This is an optimization exercise on Yosys and OpenROAD, whose aim is small area, a short achievable clock period and few clock cycles per item, not a production implementation. Function was checked by simulation only, so behaviour that the tests miss may differ from the original. Power is estimated from default activity; no workload was simulated.

==> design.v <==
module smolbit_capture (
    input  wire        clk,
    input  wire        rst,
    input  wire        start,
    output wire        ready,
    input  wire [17:0] start_pc,
    input  wire [17:0] frame_end,
    output reg         done,
    output reg         fault,
    output wire [17:0] body_end,
    output wire [17:0] next_pc,
    output wire        mem_req,
    output wire [12:0] mem_addr,
    input  wire        mem_rvalid,
    input  wire [31:0] mem_rdata
);
    localparam [1:0] M_INSN = 2'd0, M_DPMH = 2'd1, M_DPML = 2'd2, M_SKIP = 2'd3;
    localparam [14:0] D1 = 15'h0001;    
    localparam [14:0] D2 = 15'h0002;    
    reg        busy;
    reg [1:0]  mode;
    reg [18:0] pc;           
    reg [17:0] fend;
    reg [14:0] depth;        
    reg [14:0] dpmn;         
    reg        xw;           
    reg [31:0] we, wo;       
    reg        ve, vo;
    reg        out;          
    reg        orel;         
    reg        ostale;       
    wire [13:0] pw  = pc[18:5];
    wire [4:0]  po  = pc[4:0];
    wire [13:0] pw1 = pw + 14'd1;
    wire [5:0]  po3 = {1'b0, po} + 6'd3;
    wire [18:0] np3 = {po3[5] ? pw1 : pw, po3[4:0]};
    assign ready    = ~busy;
    assign body_end = pc[17:0];
    assign next_pc  = np3[17:0];
    wire        vcur = pw[0] ? vo : ve;
    wire        vnxt = pw[0] ? ve : vo;
    wire [63:0] ring = {we, wo};
    reg  [14:0] rb;          
    reg  [7:0]  b;
    integer k, m;
    always @(*) begin
        rb = 15'd0;
        for (k = 0; k < 8; k = k + 1)
            for (m = 0; m < 15; m = m + 1)
                rb[14 - m] = rb[14 - m] | (pc[5:3] == k && ring[63 - ((8 * k + m) % 64)]);
        b = 8'd0;
        for (k = 0; k < 8; k = k + 1)
            for (m = 0; m < 8; m = m + 1)
                b[7 - m] = b[7 - m] | (pc[2:0] == k && rb[14 - (k + m)]);
    end
    reg  [32:0] ge;
    integer t;
    always @(*)
        for (t = 0; t < 33; t = t + 1) ge[t] = {1'b0, po} >= t;
    function cross1(input [32:0] g, input integer L);
        cross1 = L >= 32 ? 1'b1 : g[32 - L];
    endfunction
    wire        dz1 = depth == D1;
    wire        dz2 = depth == D2;
    reg [6:0]  len;
    reg        c1, c2;
    reg        opener;
    reg [1:0]  ncl;          
    reg [1:0]  nmode;
    reg        a_end, b_end;
    always @(*) begin
        len = 7'd3; c1 = ge[29]; c2 = 1'b0;
        opener = 1'b0; ncl = 2'd0; nmode = M_INSN;
        a_end = b[7:5] == 3'd6;
        b_end = 1'b0;
        case (mode)
        M_DPMH: begin len = 7'd8; c1 = ge[24]; nmode = M_DPML; end
        M_DPML:
            if (dpmn[14:8] == 7'd0 && b[7:3] == 5'd0) begin
                case (b[2:0])
                3'd0: begin len = 7'd8;  c1 = ge[24]; end
                3'd1: begin len = 7'd16; c1 = ge[16]; end
                3'd2: begin len = 7'd24; c1 = ge[8]; end
                3'd3: begin len = 7'd32; c1 = 1'b1; end
                3'd4: begin len = 7'd40; c1 = 1'b1; c2 = ge[24]; end
                3'd5: begin len = 7'd48; c1 = 1'b1; c2 = ge[16]; end
                3'd6: begin len = 7'd56; c1 = 1'b1; c2 = ge[8]; end
                default: begin len = 7'd64; c1 = 1'b1; c2 = 1'b1; end
                endcase
            end else begin
                len = 7'd8; c1 = ge[24]; nmode = M_SKIP;
            end
        default:
            case (b[7:5])
            3'd0, 3'd6: begin
                ncl = {1'b0, a_end};
                b_end = b[4:2] == 3'd6;
                if (!(a_end && dz1))
                    case (b[4:2])
                    3'd0, 3'd6:
                        if (!(b_end && (a_end ? dz2 : dz1))) begin
                            len = 7'd6; c1 = cross1(ge, 6); ncl = a_end ? (b_end ? 2'd2 : 2'd1) : {1'b0, b_end};
                        end
                    3'd1: begin len = 7'd13; c1 = cross1(ge, 13); end
                    3'd2: begin len = 7'd9;  c1 = cross1(ge, 9); end
                    3'd4:
                        if (b[1:0] == 2'd3) begin len = 7'd16; c1 = cross1(ge, 16); end
                        else begin len = 7'd12; c1 = cross1(ge, 12); end
                    3'd7:
                        if (b[1]) begin len = 7'd12; c1 = cross1(ge, 12); end
                        else begin len = 7'd8; c1 = cross1(ge, 8); end
                    default: ;
                    endcase
            end
            3'd1: begin len = 7'd10; c1 = ge[22]; end
            3'd2: begin len = 7'd6;  c1 = ge[26]; end
            3'd3:
                if (b[4:2] == 3'd5)
                    case (b[1:0])
                    2'd0: begin len = 7'd20; c1 = ge[12]; end
                    2'd1: begin len = 7'd28; c1 = ge[4]; end
                    2'd2: begin len = 7'd36; c1 = 1'b1; c2 = ge[28]; end
                    default: begin len = 7'd44; c1 = 1'b1; c2 = ge[20]; end
                    endcase
                else begin len = 7'd14; c1 = ge[18]; end
            3'd4:
                if (b[4:3] == 2'd3) begin len = 7'd13; c1 = ge[19]; end
                else begin len = 7'd9; c1 = ge[23]; end
            3'd5:
                case (b[4:2])
                3'd0, 3'd6: begin len = 7'd16; c1 = ge[16]; opener = 1'b1; end
                3'd1, 3'd2: begin len = 7'd10; c1 = ge[22]; opener = 1'b1; end
                3'd3, 3'd4: begin len = 7'd10; c1 = ge[22]; end
                3'd5:
                    if (b[1]) begin len = 7'd15; c1 = ge[17]; opener = 1'b1; end
                    else begin len = 7'd19; c1 = ge[13]; opener = 1'b1; end
                default: begin len = 7'd6; c1 = ge[26]; nmode = M_DPMH; end
                endcase
            default:
                if (b[4]) begin len = 7'd9; c1 = ge[23]; end
                else begin
                    len = 7'd5; c1 = ge[27];
                    b_end = b[2:0] == 3'd6;
                    case (b[2:0])
                    3'd0, 3'd6:
                        if (!(b_end && dz1)) begin
                            len = 7'd8; c1 = cross1(ge, 8); ncl = {1'b0, b_end};
                        end
                    3'd1: begin len = 7'd15; c1 = cross1(ge, 15); end
                    3'd2: begin len = 7'd11; c1 = cross1(ge, 11); end
                    default: ;
                    endcase
                end
            endcase
        endcase
    end
    wire        skip  = mode == M_SKIP;
    wire        past  = pc[18] || pc[17:0] > fend;
    wire        fits3 = !np3[18] && np3[17:0] <= fend;
    wire        dv    = busy && !skip && !xw && vcur && (vnxt || po <= 5'd24);
    wire        fin   = mode == M_INSN && a_end && dz1;
    wire [4:0]  pon   = po + len[4:0];
    wire [18:0] pskip = pc + {4'd0, dpmn, 3'b000};
    wire        mv    = dv || skip || xw;
    wire        m0    = !skip && !xw && !c1;
    wire        m1    = !skip && (xw || c1);
    wire        arr   = mem_rvalid && out && !ostale;
    wire        aslot = pw[0] ^ orel;         
    wire        want0 = !vcur && !(out && !ostale && !orel);
    wire        want1 = !vnxt && !(out && !ostale &&  orel);
    wire        rslot = !want0;
    assign mem_req  = (busy ? want0 || want1 : start) && (!out || mem_rvalid);
    assign mem_addr = !busy ? start_pc[17:5] : rslot ? pw1[12:0] : pw[12:0];
    always @(posedge clk) begin
        done <= 1'b0;
        if (arr && !aslot) we <= mem_rdata;
        if (arr &&  aslot) wo <= mem_rdata;
        if (rst) begin
            busy <= 1'b0;
            out  <= 1'b0;
            ve   <= 1'b0;
            vo   <= 1'b0;
        end else if (!busy) begin
            if (mem_rvalid) out <= 1'b0;
            if (start) begin
                if (mem_req) out <= 1'b1;
                orel   <= 1'b0;
                ostale <= !mem_req;
                busy   <= 1'b1;
                mode   <= M_INSN;
                xw     <= 1'b0;
                pc     <= {1'b0, start_pc};
                fend   <= frame_end;
                depth  <= D1;
                ve     <= 1'b0;
                vo     <= 1'b0;
            end
        end else begin
            if (mv && !m0) begin
                if (!m1 || !pw[0]) ve <= 1'b0; else if (arr && !aslot) ve <= 1'b1;
                if (!m1 ||  pw[0]) vo <= 1'b0; else if (arr &&  aslot) vo <= 1'b1;
            end else begin
                if (arr && !aslot) ve <= 1'b1;
                if (arr &&  aslot) vo <= 1'b1;
            end
            if (mem_req) begin
                out    <= 1'b1;
                orel   <= rslot && (!mv || m0);
                ostale <= mv && !m0 && !(m1 && rslot);
            end else if (mem_rvalid) begin
                out    <= 1'b0;
            end else if (mv && !m0) begin
                orel   <= 1'b0;
                ostale <= ostale || !(m1 && orel);
            end
            if (skip) begin
                pc   <= pskip;
                mode <= M_INSN;
            end
            if (xw) begin
                pc[18:5] <= pw1;
                xw       <= 1'b0;
            end
            if (dv) begin
                mode <= nmode;
                if (mode == M_DPMH) dpmn[14:8] <= b[6:0];
                if (mode == M_DPML) dpmn[7:0]  <= b;
                if (opener) depth <= {depth[13:0], depth[14] ^ depth[13]};
                if (ncl == 2'd1) depth <= {depth[0] ^ depth[14], depth[14:1]};
                if (ncl == 2'd2) depth <= {depth[1] ^ depth[0] ^ depth[14], depth[0] ^ depth[14], depth[14:2]};
                if (fin) begin
                    busy  <= 1'b0;
                    done  <= 1'b1;
                    fault <= !fits3;
                end else begin
                    pc[4:0] <= pon;
                    if (c1) pc[18:5] <= pw1;
                    xw <= c2;
                    if (mode == M_DPMH && b[7]) pc[18] <= 1'b1;
                end
            end
            if (past) begin
                busy  <= 1'b0;
                done  <= 1'b1;
                fault <= 1'b1;
            end
        end
    end
endmodule
==> run.sh <==
#!/bin/bash
# synth_recipe.tcl (not shown) runs the flow's synth.tcl, then flattens the netlist and writes it again
# the make line also repeats each setting of config.mk as NAME=value (left out here)
make -C /OpenROAD-flow-scripts/flow DESIGN_CONFIG=/design/flow/config.mk WORK_HOME=/design/flow/orfs CLKGATE_MAP_FILE= SYNTH_SCRIPT=/design/flow/synth_recipe.tcl finish
==> config.mk <==
export PLATFORM = sky130hd
export DESIGN_NAME = smolbit_capture
export DESIGN_NICKNAME = smolbit_capture
export VERILOG_FILES = /design/flow/design.v
export SDC_FILE = /design/flow/constraint.sdc
export NUM_CORES = 4
export LEC_CHECK = 0
export CAP_MARGIN = 20
export CORE_MARGIN = 2
export CORE_UTILIZATION = 40
export SETUP_SLACK_MARGIN = 2.0
export SLEW_MARGIN = 20
==> constraint.sdc <==
create_clock -name core_clock -period 7.0 [get_ports {clk}]
set_input_delay 1.4000 -clock core_clock [delete_from_list [all_inputs] [get_ports {clk}]]
set_output_delay 1.4000 -clock core_clock [all_outputs]
set_load 0.01 [all_outputs]
==> flow_metrics.tcl, run 1 <==
set metrics [dict create \
    status "complete, no violations" \
    clockRootBuffer "clkbuf_16" \
    setup_viol 0 \
    avgSynthCellArea_um2 9.43 \
    viasPerCell 5.89 \
    track_usage_pct 24.5 \
    routed_wirelength_mm 36.3 \
    layout.filler_cells 2440 \
    grt_setup_unrepaired "yes" \
    cp.buffers_inverters 5 \
    p_leak_nw 5.33 \
    final_cell_count_no_fill 1701 \
    fin_crit_sh_pct 72.5 \
    reg2reg_depth 22 \
    drive_gt1_share_pct 18.7 \
    dieArea_um2 29000 \
    syn_area_um2 11100 \
    maxSlewViolCount 0 \
    r2r_start "pc[3]" \
    drcViolationCount 0 \
    ios 125 \
    endpoint "pc[4]" \
    cp_cell_sequence "buf_6 -> buf_8 -> mux2_1 -> mux4_2 -> buf_4 -> buf_4 -> nand3_1 -> o211ai_2 -> nor4_4 -> bufinv_8 -> nor3_4 -> and3_4 -> nor3_1 -> a221o_1 -> nor2_1 -> nor3_2 -> fa_2 -> a21o_1 -> a21oi_2 -> xnor2_1 -> xnor2_1 -> a221o_1" \
    clock-skew-final_ps 19.0 \
    ys_ff_latch 142 \
    worstSetupPathDepth 22 \
    r2r_end "pc[4]" \
    ys_warn_count 1 \
    synth_nets 1318 \
    finalNetCount 1460 \
    vias 10000 \
    drtAntennaViolNets 0 \
    area_delta_synth_final_pct 28.1 \
    fin_crit_ps 5080 \
    critPathLaunchType "flop" \
    fin_tns_setup_ps 0 \
    syn_inst 1174 \
    multi_input_area_um2 6560 \
    gp_congestion 0.887 \
    cp.arrival_ps 5250 \
    cts.clk_slew.worst_paths_ps 70 \
    ff_latch_area_um2 4210 \
    seq_area_frac_synth_pct 38.1 \
    crit_start "pc[3]" \
    path_max_fanout 7 \
    design.core.area_um2 27100 \
    hold_start "out" \
    max_freq_ghz 0.197 \
    clk_latency_ps 430 \
    cp_top_family "simple AND/OR/NAND/NOR gates" \
    clockBufferDepth 2 \
    antenna_found_initial 0 \
    placed_cells 1606 \
    hold_violations 0 \
    die_y_um 170 \
    grt_pass1_wl_mm 54.9 \
    gr-total-overflow 0 \
    htree_levels 4 \
    ys.flop_type "edfxtp_1" \
    drv_cap 0 \
    yosysUniqueCellTypes 89 \
    worst_pin_slew_ps 994 \
    fin_area_um2 14200 \
    place_hpwl_mm 25.6 \
    n_antenna_cell 0 \
    hold_path.class "flop to flop" \
    portBuffers 124 \
    end_kind "flop" \
    initial_utilization_pct 40.9 \
    first_pass_iters 8 \
    place_area_um2 12500 \
    async_reset_ff_share_pct 0 \
    cp_slowest_stage_delay_ps 530 \
    grt_pass1_vias 9505 \
    synth-edff-count 137 \
    cts_tree "built" \
    final_core_util_pct 52.4 \
    cp_slowest_cell "mux4_2" \
    dieWidth_um 170 \
    crit_type "flop to flop" \
    cts_buffers 17 \
    clock_sinks 142 \
    avgRoutedWirePerCell_um 21.3 \
    grt_max_degree 37 \
    relSlewSlack_pct 33.7 \
    ir_worst_vdd_uv 165 \
    std_cell_rows 60 \
    reg2reg_slack_ps 1920 \
    first_iter_violations 1017 \
    required_ps 7180 \
    powerDensity_nw_per_um2 207 \
]
cell usage after synthesis (14+ instances only):
cell type  number  area (um2)
a31oi_1        27         169
a21o_1         16         120
nor3_1         27         135
o21ai_0        65         325
ha_1           70         876
o221ai_1       17         149
and3_1         20         125
xnor2_1        37         324
xor2_1         20         175
nand2_1       115         432
clkbuf_1       52         195
nor2b_1        19         119
inv_1          56         210
buf_2          14        70.1
mux2_2         16         180
buf_4          19         143
nor2_1         99         372
mux2i_1        31         310
a21oi_1        74         370
edfxtp_1      137        4110
report_power, final:
group          internal, mW  leakage (nW)  total (mW)  switching, mW
combinational         0.437          3.73       0.981          0.544
sequential            0.976          1.31        1.02         0.0422
clock                 0.486         0.294       0.939          0.452
total                  1.90          5.33        2.94           1.04
how the worst min path moves through the flow:
| stage | end | slack, ps | cells past startpoint |
|---|---|---|---|
| after global placement | out | 490 | 2 |
| after detailed placement | out | 490 | 2 |
| after CTS | out | 500 | 2 |
| after global routing | out | 540 | 2 |
| after floorplan | out | 460 | 2 |
| final | out | 510 | 2 |
state kept, by name, summed over array words and instances, names as in the netlist:
register  count
we           32
wo           32
pc           19
fend         18
depth        15
dpmn         15
mode          2
busy          1
done          1
fault         1
orel          1
ostale        1
out           1
ve            1
vo            1
xw            1
logic make-up (layout without fill, tap and decap cells):
group / count (synthesis) / after routing / synth area share, %
AND/OR/NAND/NOR: 362 / 362 / 16.0
AO/OA/AOI/OAI: 324 / 324 / 20.0
buffers and inverters: 155 / 310 / 6.26
flip-flops: 142 / 142 / 38.1
adder cells (fa/ha/maj): 73 / 73 / 8.36
multiplexers: 60 / 60 / 6.56
XOR/XNOR: 58 / 58 / 4.76
routing by layer:
metal,wire length [um],vias up,part of all wire (%),track usage (%)
li1,-,4660,-,-
met1,15400,4854,42,31.4
met2,17300,420,48,40.9
met3,2190,85,6.0,4.14
met4,1410,0,3.9,10.8
met5,0,-,0,0
layout by cell type, fill, tap and decap left out, drive strengths merged, types with 13 or more instances in the layout:
cell type,n
xnor2,38
clkdlybuf4s50,121
a21o,16
edfxtp,137
xor2,20
inv,66
a31oi,28
a21oi,74
nand2,117
nor3,30
and2,13
o221ai,17
clkbuf,17
nor2,101
buf,88
and3,20
mux2,21
mux2i,31
ha,70
nor2b,19
o21ai,65
tightest hold or removal path, stage by stage, from the launching register on:
cell      delay (ps)
dfxtp_1          320
nand2b_1          80
a21oi_1           60
timing repair:
item                                    CTS  global route
buffers inserted                         21            39
hold buffers                              0             0
pin swaps                                14            37
gates resized for setup                  58            72
endpoints found under the setup margin   65            42
cloned                                    2             1
metrics by stage:
| stage | hold WS, ps | setup WS [ps] | total power, mW |
|---|---|---|---|
| finish | 510 | 1920 | 2.94 |
| floorplan | 463 | 2040 | 1.55 |
| global route | 541 | 1740 | 3.07 |
| CTS | 501 | 1910 | 2.84 |
| detailed placement | 488 | 815 | 1.83 |
| global placement | 488 | 1050 | 1.84 |
cell type report:
type,count,area share (%)
multi-input cells,877,46.3
flip-flops and latches,142,29.7
repair buffers,214,14.5
well taps,372,3.28
clock buffers,17,3.00
inverters,64,1.91
clock inverters,15,1.32
Testbench counts, summed over its fixed seeds: cycles 42,876, captures 480.
==> run 2, diff against run 1 <==
--- a/config.mk
+++ b/config.mk
@@ -8,5 +8,5 @@
 export CAP_MARGIN = 20
 export CORE_MARGIN = 2
-export CORE_UTILIZATION = 40
+export CORE_UTILIZATION = 50
 export SETUP_SLACK_MARGIN = 2.0
 export SLEW_MARGIN = 20
==> flow_metrics.tcl, run 2 <==
set metrics [dict create \
    hold_path.class "flop to flop" \
    required_ps 7180 \
    dieWidth_um 153 \
    seq_area_frac_synth_pct 38.1 \
    ys_ff_latch 142 \
    first_pass_iters 6 \
    p_leak_nw 5.16 \
    grt_util_met1_pct 35.4 \
    top_regs "we x32, wo x32, pc x19" \
    clockRootBuffer "clkbuf_16" \
    hold_end "out" \
    first_iter_violations 700 \
    drive_gt1_share_pct 16.7 \
    syn_area_um2 11100 \
    die_y_um 153 \
    critPathLaunchType "flop" \
    powerDensity_nw_per_um2 207 \
    ys_warn_count 1 \
    place_hpwl_mm 24.4 \
    grt_max_degree 37 \
    ios 125 \
    ir_worst_vdd_uv 155 \
    synth_top_area_share_pct 37.1 \
    gp_congestion 0.957 \
    routed_wirelength_mm 33.5 \
    initial_utilization_pct 50.9 \
    reg2reg_slack_ps 2050 \
    mostFrequentLayoutCell "edfxtp_1" \
    placed_cells 1513 \
    setup_viol 0 \
    hold_violations 0 \
    synthTopCellsByArea "edfxtp_1 37%, ha_1 7.9%, nand2_1 3.9%, nor2_1 3.4%, a21oi_1 3.3%" \
    yosysTopAreaCell "edfxtp_1" \
    r2r_end "pc[4]" \
    avgRoutedWirePerCell_um 21.1 \
    gr-total-overflow 0 \
    n_antenna_cell 0 \
    crit_type "flop to flop" \
    fin_area_um2 13800 \
    htree_levels 4 \
    r2r_start "pc[3]" \
    std_cell_rows 54 \
    vias 9824 \
    yosysMostFrequentCell "edfxtp_1" \
    grt_setup_unrepaired "yes" \
    design.core.area_um2 21800 \
    cts_tree "built" \
    ys.flop_type "edfxtp_1" \
    relSlewSlack_pct 35.8 \
    clock-skew-final_ps 8.94 \
    min_path_cells 2 \
    grt_pass1_vias 9696 \
    async_reset_ff_share_pct 0 \
    cts_buffers 17 \
    max_freq_ghz 0.202 \
    worst_pin_slew_ps 959 \
    syn_inst 1174 \
    synth-edff-count 137 \
    dieArea_um2 23400 \
    final_cell_mix "137 x edfxtp_1, 122 x clkdlybuf4s50_1, 113 x nand2_1" \
    clockBufferDepth 2 \
    place_area_um2 12400 \
    drv_cap 0 \
    portBuffers 124 \
    status "complete, no violations" \
    clk_latency_ps 430 \
    fin_crit_sh_pct 70.6 \
    path_max_fanout 7 \
    finalNetCount 1443 \
    drtAntennaViolNets 0 \
    grt_pass1_wl_mm 52.7 \
    fin_tns_setup_ps 0 \
    final_cell_count_no_fill 1592 \
    avgSynthCellArea_um2 9.43 \
    hold_start "out" \
    crit_start "pc[3]" \
    maxSlewViolCount 0 \
    yosysUniqueCellTypes 89 \
    end_kind "flop" \
    grt_use_met3_pct 3.46 \
    fin_crit_ps 4950 \
    reg2reg_depth 23 \
    busiest_layer "met2" \
    area_delta_synth_final_pct 24.5 \
    use_met2_pct 49.0 \
    viasPerCell 6.17 \
    cp.arrival_ps 5130 \
    track_usage_pct 28.4 \
    hold_buffers 0 \
    antenna_found_initial 0 \
    clock_sinks 142 \
    cts.clk_slew.worst_paths_ps 70 \
    drcViolationCount 0 \
    synth_nets 1318 \
    synthTopCellsByCount "137 x edfxtp_1, 115 x nand2_1, 99 x nor2_1" \
]
[run 2: per-layer routing]
layer  part of all wire (%)  vias up
li1                       -     4611
met1                     41     4733
met2                     49      377
met3                    5.1      103
met4                    4.4        0
met5                      0        -
[run 2: worst max path at each step]
stage,endpoint,slack (ps),cells after the start
3_3_place_gp,pc[4],1160,20
6_report,pc[4],2050,23
5_1_grt,pc[4],1810,24
4_1_cts,next_pc[17],1930,10
2_1_floorplan,pc[4],2040,23
3_5_place_dp,pc[4],1050,20
[run 2: what timing repair did]
| action | CTS | global route |
|---|---|---|
| gates cloned | 0 | 0 |
| pin swaps | 21 | 23 |
| buffers inserted | 25 | 22 |
| resized for setup | 59 | 49 |
| endpoints found under the setup margin | 62 | 54 |
[run 2: critical path, cell delays in order (launching register included)]
cell and delay (ps):
edfxtp_1 460, buf_6 180, mux2_1 290, mux4_2 580
nor2_4 170, a211oi_4 70, a2111oi_4 320, buf_4 210
and4_4 220, nor2_2 40, nor3_2 150, o21ai_2 90
buf_4 140, buf_4 120, buf_4 120, buf_4 120
a31oi_2 130, nor3_1 80, ha_1 330, a21o_1 190
a21oi_2 170, xnor2_2 130, xnor2_1 90, a221o_1 290
[run 2: logic make-up after synthesis]
| family | after synthesis | synth area share, % |
|---|---|---|
| simple gates | 362 | 16.0 |
| buf+inv | 155 | 6.26 |
| compound gates | 324 | 20.0 |
| flops | 142 | 38.1 |
| mux | 60 | 6.56 |
| xor+xnor | 58 | 4.76 |
| fa+ha+maj | 73 | 8.36 |
[run 2: report_power, final]
group / internal, mW / switching [mW] / leakage [nW]
registers: 0.977 / 0.0384 / 1.31
logic: 0.410 / 0.521 / 3.58
clock network: 0.480 / 0.430 / 0.284
[run 2: per-stage QoR]
| stage | total power, mW | hold slack, ps | utilization [%] | setup slack, ps |
|---|---|---|---|---|
| CTS | 2.79 | 504 | 61.7 | 1930 |
| floorplan | 1.55 | 463 | - | 2040 |
| finish | 2.86 | 501 | 63.4 | 2050 |
| global placement | 1.82 | 481 | 57.1 | 1160 |
| detailed placement | 1.82 | 492 | 57.1 | 1050 |
| global route | 2.98 | 536 | 63.4 | 1810 |
[run 2: area by class of cell]
class	instances	area [um2]
repair buffers	197	1880
clock buffers	17	425
inverters	64	251
well taps	280	350
multi-input cells	877	6500
fillers	1824	7960
flip-flops and latches	142	4210
clock inverters	15	161
==> run 3, diff against run 2 <==
--- a/design.v
+++ b/design.v
@@ -156,6 +156,6 @@
     end
     wire        skip  = mode == M_SKIP;
-    wire        past  = pc[18] || pc[17:0] > fend;
     wire        fits3 = !np3[18] && np3[17:0] <= fend;
+    wire        past  = !fits3;
     wire        dv    = busy && !skip && !xw && vcur && (vnxt || po <= 5'd24);
     wire        fin   = mode == M_INSN && a_end && dz1;
==> flow_metrics.tcl, run 3 <==
set metrics [dict create \
    first_pass_iters 8 \
    p_leak_nw 5.17 \
    cp.arrival_ps 5290 \
    p_comb_share_pct 32.3 \
    swShare_pct 33.5 \
    ys_warn_count 1 \
    crit_type "flop to flop" \
    place_hpwl_mm 23.4 \
    cts_tree "built" \
    ys_ff_latch 142 \
    endpoint "pc[4]" \
    wl_met2_mm 16.0 \
    synthTopCellsByCount "137 x edfxtp_1, 102 x nand2_1, 83 x a21oi_1" \
    setup_viol 0 \
    critPathLaunchType "flop" \
    yosysTopAreaCell "edfxtp_1" \
    ir_worst_vdd_uv 165 \
    internal_power_mw 1.89 \
    clockRootBuffer "clkbuf_16" \
    portBuffers 124 \
    p_switching_uw 952 \
    reg2reg_slack_ps 1890 \
    drive_gt1_share_pct 17.3 \
    clkPwrFrac_pct 32.0 \
    fin_crit_sh_pct 73.1 \
    area_delta_synth_final_pct 24.8 \
    relSlewSlack_pct 30.4 \
    clockBufferDepth 2 \
    grt_setup_unrepaired "yes" \
    end_kind "flop" \
    htree_levels 4 \
    first_iter_violations 1081 \
    maxSlewViolCount 0 \
    p_seq_share_pct 35.7 \
    max_freq_ghz 0.196 \
    track_usage_pct 28.3 \
    routed_wirelength_mm 33.2 \
    async_reset_ff_share_pct 0 \
    reg2reg_depth 25 \
    yosysUniqueCellTypes 89 \
    gr-total-overflow 0 \
    path_max_fanout 6 \
    r2r_end "pc[4]" \
    fin_crit_ps 5110 \
    hold_path.class "flop to flop" \
    crit_start "pc[5]" \
    final_core_util_pct 63.0 \
    yosysMostFrequentCell "edfxtp_1" \
    grt_pass1_wl_mm 51.9 \
    syn_area_um2 11000 \
    synthTopCellsByArea "edfxtp_1 38%, ha_1 5.9%, a21oi_1 3.8%, nand2_1 3.5%, mux2i_1 3.5%" \
    die_y_um 152 \
    fin_tns_setup_ps 0 \
    worst_pin_slew_ps 1040 \
    dieArea_um2 23100 \
    clock_sinks 142 \
    status "complete, no violations" \
    grt_max_degree 34 \
    std_cell_rows 54 \
    avgRoutedWirePerCell_um 20.8 \
    cts.clk_slew.worst_paths_ps 70 \
    vias 9797 \
    synth_top_area_share_pct 37.6 \
    drtAntennaViolNets 0 \
    required_ps 7180 \
    dieWidth_um 152 \
    r2r_start "pc[5]" \
    clock-skew-final_ps 9.81 \
    cts_buffers 17 \
    powerDensity_nw_per_um2 208 \
    routed.top_layer "met4" \
    finalNetCount 1429 \
    synth_nets 1285 \
    viasPerCell 6.14 \
    mostFrequentLayoutCell "edfxtp_1" \
    wl_met3_mm 2.17 \
    design.core.area_um2 21700 \
    layout.filler_cells 1834 \
    clk_latency_ps 430 \
    ys.flop_type "edfxtp_1" \
    drcViolationCount 0 \
    final_cell_mix "137 x edfxtp_1, 123 x clkdlybuf4s50_1, 101 x nand2_1" \
    drv_cap 0 \
    hold_violations 0 \
    ios 125 \
    avgSynthCellArea_um2 9.45 \
    antenna_found_initial 0 \
    initial_utilization_pct 50.5 \
    synth-edff-count 137 \
    syn_inst 1159 \
    met1_length_mm 13.9 \
    grt_pass1_vias 9167 \
    seq_area_frac_synth_pct 38.5 \
    top_regs "we x32, wo x32, pc x19" \
    n_antenna_cell 0 \
    gp_congestion 0.989 \
]
## run 3: repair_timing
action / 4_1_cts / 5_1_grt
buffers inserted: 26 / 42
hold buffers: 0 / 0
gates resized for setup: 29 / 45
pin swaps: 5 / 18
cloned: 0 / 1
endpoints found under the setup margin: 74 / 53
## run 3: final cells by class
cell class	instances	area [um2]	area share [%]
multi-input combinational	858	6210	45.5
sequential	142	4210	30.8
timing repair buffer	220	2060	15.1
clock buffer	17	425	3.11
tap	280	350	2.56
inverter	64	258	1.89
clock inverter	14	144	1.05
## run 3: cell families (layout without fill, tap and decap cells)
logic type	count (synthesis)	in the layout	share of synthesized area (%)
compound gates	331	331	20.8
xor+xnor	59	59	4.72
fa+ha+maj	55	55	6.40
buf+inv	159	315	6.80
flops	142	142	38.5
mux	67	67	7.14
simple gates	346	346	15.7
## run 3: worst max-delay path, stage by stage, from the launching register on
cell      delay [ps]
edfxtp_1         470
buf_4            200
buf_4            130
mux2_2           250
mux2_2           280
a221oi_4         330
buf_4            190
buf_4            110
buf_4            100
o22ai_1           80
nor4_2           370
buf_4            210
buf_4            120
buf_4            140
o21ai_0           80
nand2_1           70
a21oi_1           60
a211oi_1         230
a21oi_1           80
a311o_1          340
nand2_1           80
ha_1             260
a21oi_2          140
xnor2_1          140
xnor2_1           80
a221o_1          320
## run 3: routing by layer
metal,vias up,global-route usage (%)
met4,0,9.75
met3,65,4.56
met1,4659,37.2
met5,-,0
met2,461,47.5
li1,4612,-
## run 3: power by group through the flow
stage	combinational (mW)	clock (mW)	sequential (mW)
after floorplan	0.553	0	1.01
after global placement	0.770	0	1.04
after detailed placement	0.766	0	1.04
after CTS	0.815	0.917	1.02
after global routing	0.988	0.960	1.02
final	0.918	0.908	1.02
## run 3: through the flow
| stage | hold WS, ps | setup WS, ps | std cells | instance area, um2 | power, mW |
|---|---|---|---|---|---|
| after floorplan | 463 | 2000 | 1159 | 11000 | 1.56 |
| after global placement | 483 | 906 | 1495 | 12300 | 1.81 |
| after detailed placement | 492 | 888 | 1495 | 12300 | 1.81 |
| after CTS | 503 | 1950 | 1552 | 13100 | 2.75 |
| after global routing | 534 | 1770 | 1595 | 13700 | 2.97 |
| final | 502 | 1890 | 1595 | 13700 | 2.84 |
## run 3: worst min-delay path by stage
stage               from   to  slack, ps  depth (start not counted)
CTS                  out  out        500                          2
detailed placement   out  out        490                          2
global placement     out  out        480                          2
finish               out  out        500                          2
global route         out  out        530                          2
floorplan            out  out        460                          2
Testbench counts of run 3, summed over its fixed seeds: cycles 42,876, captures 480.
==> run 4, diff against run 3 <==
--- a/config.mk
+++ b/config.mk
@@ -8,5 +8,5 @@
 export CAP_MARGIN = 20
 export CORE_MARGIN = 2
-export CORE_UTILIZATION = 50
+export CORE_UTILIZATION = 40
 export SETUP_SLACK_MARGIN = 2.0
 export SLEW_MARGIN = 20
==> flow_metrics.tcl, run 4 <==
set metrics [dict create \
    status "complete, no violations" \
    cts_buffers 17 \
    vias 9750 \
    drtAntennaViolNets 0 \
    dieWidth_um 169 \
    multi_input_area_um2 6280 \
    portBuffers 124 \
    htree_levels 4 \
    async_reset_ff_share_pct 0 \
    fin_crit_ps 4900 \
    antenna_found_initial 0 \
    ys_warn_count 1 \
    synth-edff-count 137 \
    p_switching_uw 971 \
    crit_type "flop to primary output" \
    p_leak_nw 5.11 \
    yosysMostFrequentCell "edfxtp_1" \
    clk_latency_ps 440 \
    synthTopCellsByArea "edfxtp_1 38%, ha_1 5.9%, a21oi_1 3.8%, nand2_1 3.5%, mux2i_1 3.5%" \
    hold_violations 0 \
    grt_max_degree 43 \
    reg2reg_slack_ps 2110 \
    ff_latch_area_um2 4210 \
    cp.arrival_ps 3500 \
    grt_pass1_vias 9323 \
    critPathLaunchType "flop" \
    top_regs "we x32, wo x32, pc x19" \
    finalNetCount 1412 \
    gr-total-overflow 0 \
    ys_ff_latch 142 \
    gp_congestion 0.952 \
    first_iter_violations 853 \
    drcViolationCount 0 \
    end_kind "primary output" \
    hold_start "out" \
    initial_utilization_pct 40.6 \
    layout.filler_cells 2466 \
    clockRootBuffer "clkbuf_16" \
    cts_tree "built" \
    yosysTopAreaCell "edfxtp_1" \
    cts.clk_slew.worst_paths_ps 70 \
    avgRoutedWirePerCell_um 21.2 \
    ir_worst_vdd_uv 168 \
    synthTopCellsByCount "137 x edfxtp_1, 102 x nand2_1, 83 x a21oi_1" \
    clock-skew-final_ps 15.6 \
    area_delta_synth_final_pct 24.9 \
    powerDensity_nw_per_um2 209 \
    die_y_um 169 \
    synth_top_area_share_pct 37.6 \
    maxSlewViolCount 0 \
    finalHoldWorstSlack_ps 516 \
    crit_start "pc[6]" \
    drv_cap 0 \
    p_seq_share_pct 35.3 \
    drive_gt1_share_pct 16.6 \
    ys.flop_type "edfxtp_1" \
    setup_viol 0 \
    clockBufferDepth 2 \
    avgSynthCellArea_um2 9.45 \
    first_pass_iters 5 \
    required_ps 5600 \
    dieArea_um2 28700 \
    std_cell_rows 60 \
    fin_tns_setup_ps 0 \
    routed_wirelength_mm 34.7 \
    r2r_start "pc[3]" \
    grt_pass1_wl_mm 53.3 \
    seq_area_frac_synth_pct 38.5 \
    design.core.area_um2 27000 \
    fin_crit_sh_pct 70.0 \
    synth_nets 1285 \
    worst_pin_slew_ps 944 \
    swShare_pct 34.0 \
    yosysUniqueCellTypes 89 \
    place_hpwl_mm 24.5 \
    path_max_fanout 7 \
    viasPerCell 5.95 \
    final_cell_mix "137 x edfxtp_1, 124 x clkdlybuf4s50_1, 102 x nand2_1" \
    ios 125 \
    clkPwrFrac_pct 32.3 \
    syn_inst 1159 \
    hold_path.class "flop to flop" \
    n_antenna_cell 0 \
    syn_area_um2 11000 \
    max_freq_ghz 0.204 \
    mostFrequentLayoutCell "edfxtp_1" \
    grt_setup_unrepaired "yes" \
    internal_power_mw 1.89 \
    p_comb_share_pct 32.4 \
    relSlewSlack_pct 36.6 \
    clock_sinks 142 \
    fin_total_pwr_mw 2.86 \
    track_usage_pct 23.9 \
]
[run 4: cell counts after synthesis]
Identical to the previous run, type by type.
[run 4: worst paths after layout]
check | to | cells past startpoint
worst max register to register | pc[4] | 23
worst min register to register | out | 2
worst max-delay path | next_pc[16] | 8
worst min-delay path | out | 2
[run 4: stage by stage]
step | instance area [um2] | setup slack (ps) | utilization, % | cells
global placement | 12400 | 960 | 45.9 | 1559
global route | 13700 | 1870 | 50.7 | 1640
finish | 13700 | 2100 | 50.7 | 1640
CTS | 13200 | 1890 | 49.0 | 1612
floorplan | 11000 | 2000 | - | 1159
detailed placement | 12400 | 932 | 45.9 | 1559
[run 4: cells by family after synthesis]
group / after synthesis / synth area share (%)
XOR/XNOR: 59 / 4.72
buffers and inverters: 159 / 6.80
multiplexers: 67 / 7.14
flip-flops: 142 / 38.5
adder cells (fa/ha/maj): 55 / 6.40
AND/OR/NAND/NOR: 346 / 15.7
AO/OA/AOI/OAI: 331 / 20.8
[run 4: layer usage]
layer | up-vias | track usage, % | wire (um)
met5 | - | 0 | 0
met4 | 0 | 8.40 | 1010
met3 | 71 | 4.29 | 2620
met2 | 451 | 39.7 | 16300
met1 | 4666 | 31.3 | 14700
li1 | 4562 | - | -
[run 4: timing repair]
item | CTS | global route
gates resized for setup | 23 | 59
setup buffers | 21 | 27
hold buffers | 0 | 0
setup endpoints to repair | 76 | 47
gates cloned | 0 | 1
pin swaps | 4 | 15
[run 4: power groups by stage]
stage	Combinational, mW	Clock, mW	Sequential, mW
floorplan	0.553	0	1.01
finish	0.927	0.924	1.01
detailed placement	0.789	0	1.04
global placement	0.792	0	1.04
CTS	0.838	0.940	1.01
global route	0.997	0.971	1.01
[run 4: layout make-up]
class | instances | share of cell area [%]
Timing Repair Buffer | 203 | 14.1
Sequential cell | 142 | 30.8
Tap cell | 341 | 3.12
Multi-Input combinational cell | 858 | 45.9
Inverter | 64 | 1.88
Clock buffer | 19 | 3.24
Clock inverter | 13 | 0.933
[run 4: worst max-delay path, cell delays in order (launching register included)]
cell and delay, ps:
edfxtp_1 540, and3_1 370, and3_2 330, and3_1 240, and3_1 330, nand3_2 220, nor2_1 200, xor2_1 250
clkdlybuf4s50_1 590

-- port drivers added, routing unchanged --
Ports are ideal in the flow. The routed layouts listed here were re-timed in OpenROAD. Step 1: set_driving_cell puts a clkbuf_16 on clk and a buf_2 on each other input, an assumption about the parent block. Step 2, shift: input delay + t, output delay - t, t = (earliest + latest rising clock arrival at the registers) / 2. This alone moves slack from input paths to output paths. a / b / c = no drivers / after step 1 / after step 2; a / b = the first two.
run	t (ns)	setup WS [ns]	worst setup path after step 2	cell pins on the clock port's net
run 1	0.477	1.924 / 1.924 / 1.924	register to register	1
run 2	0.473	2.055 / 2.055 / 2.055	register to register	1
run 3	0.474	1.886 / 1.886 / 1.886	register to register	1
run 4	0.489	2.102 / 2.049 / 2.106	register to register	1
After both steps setup and hold are still met in every run listed.
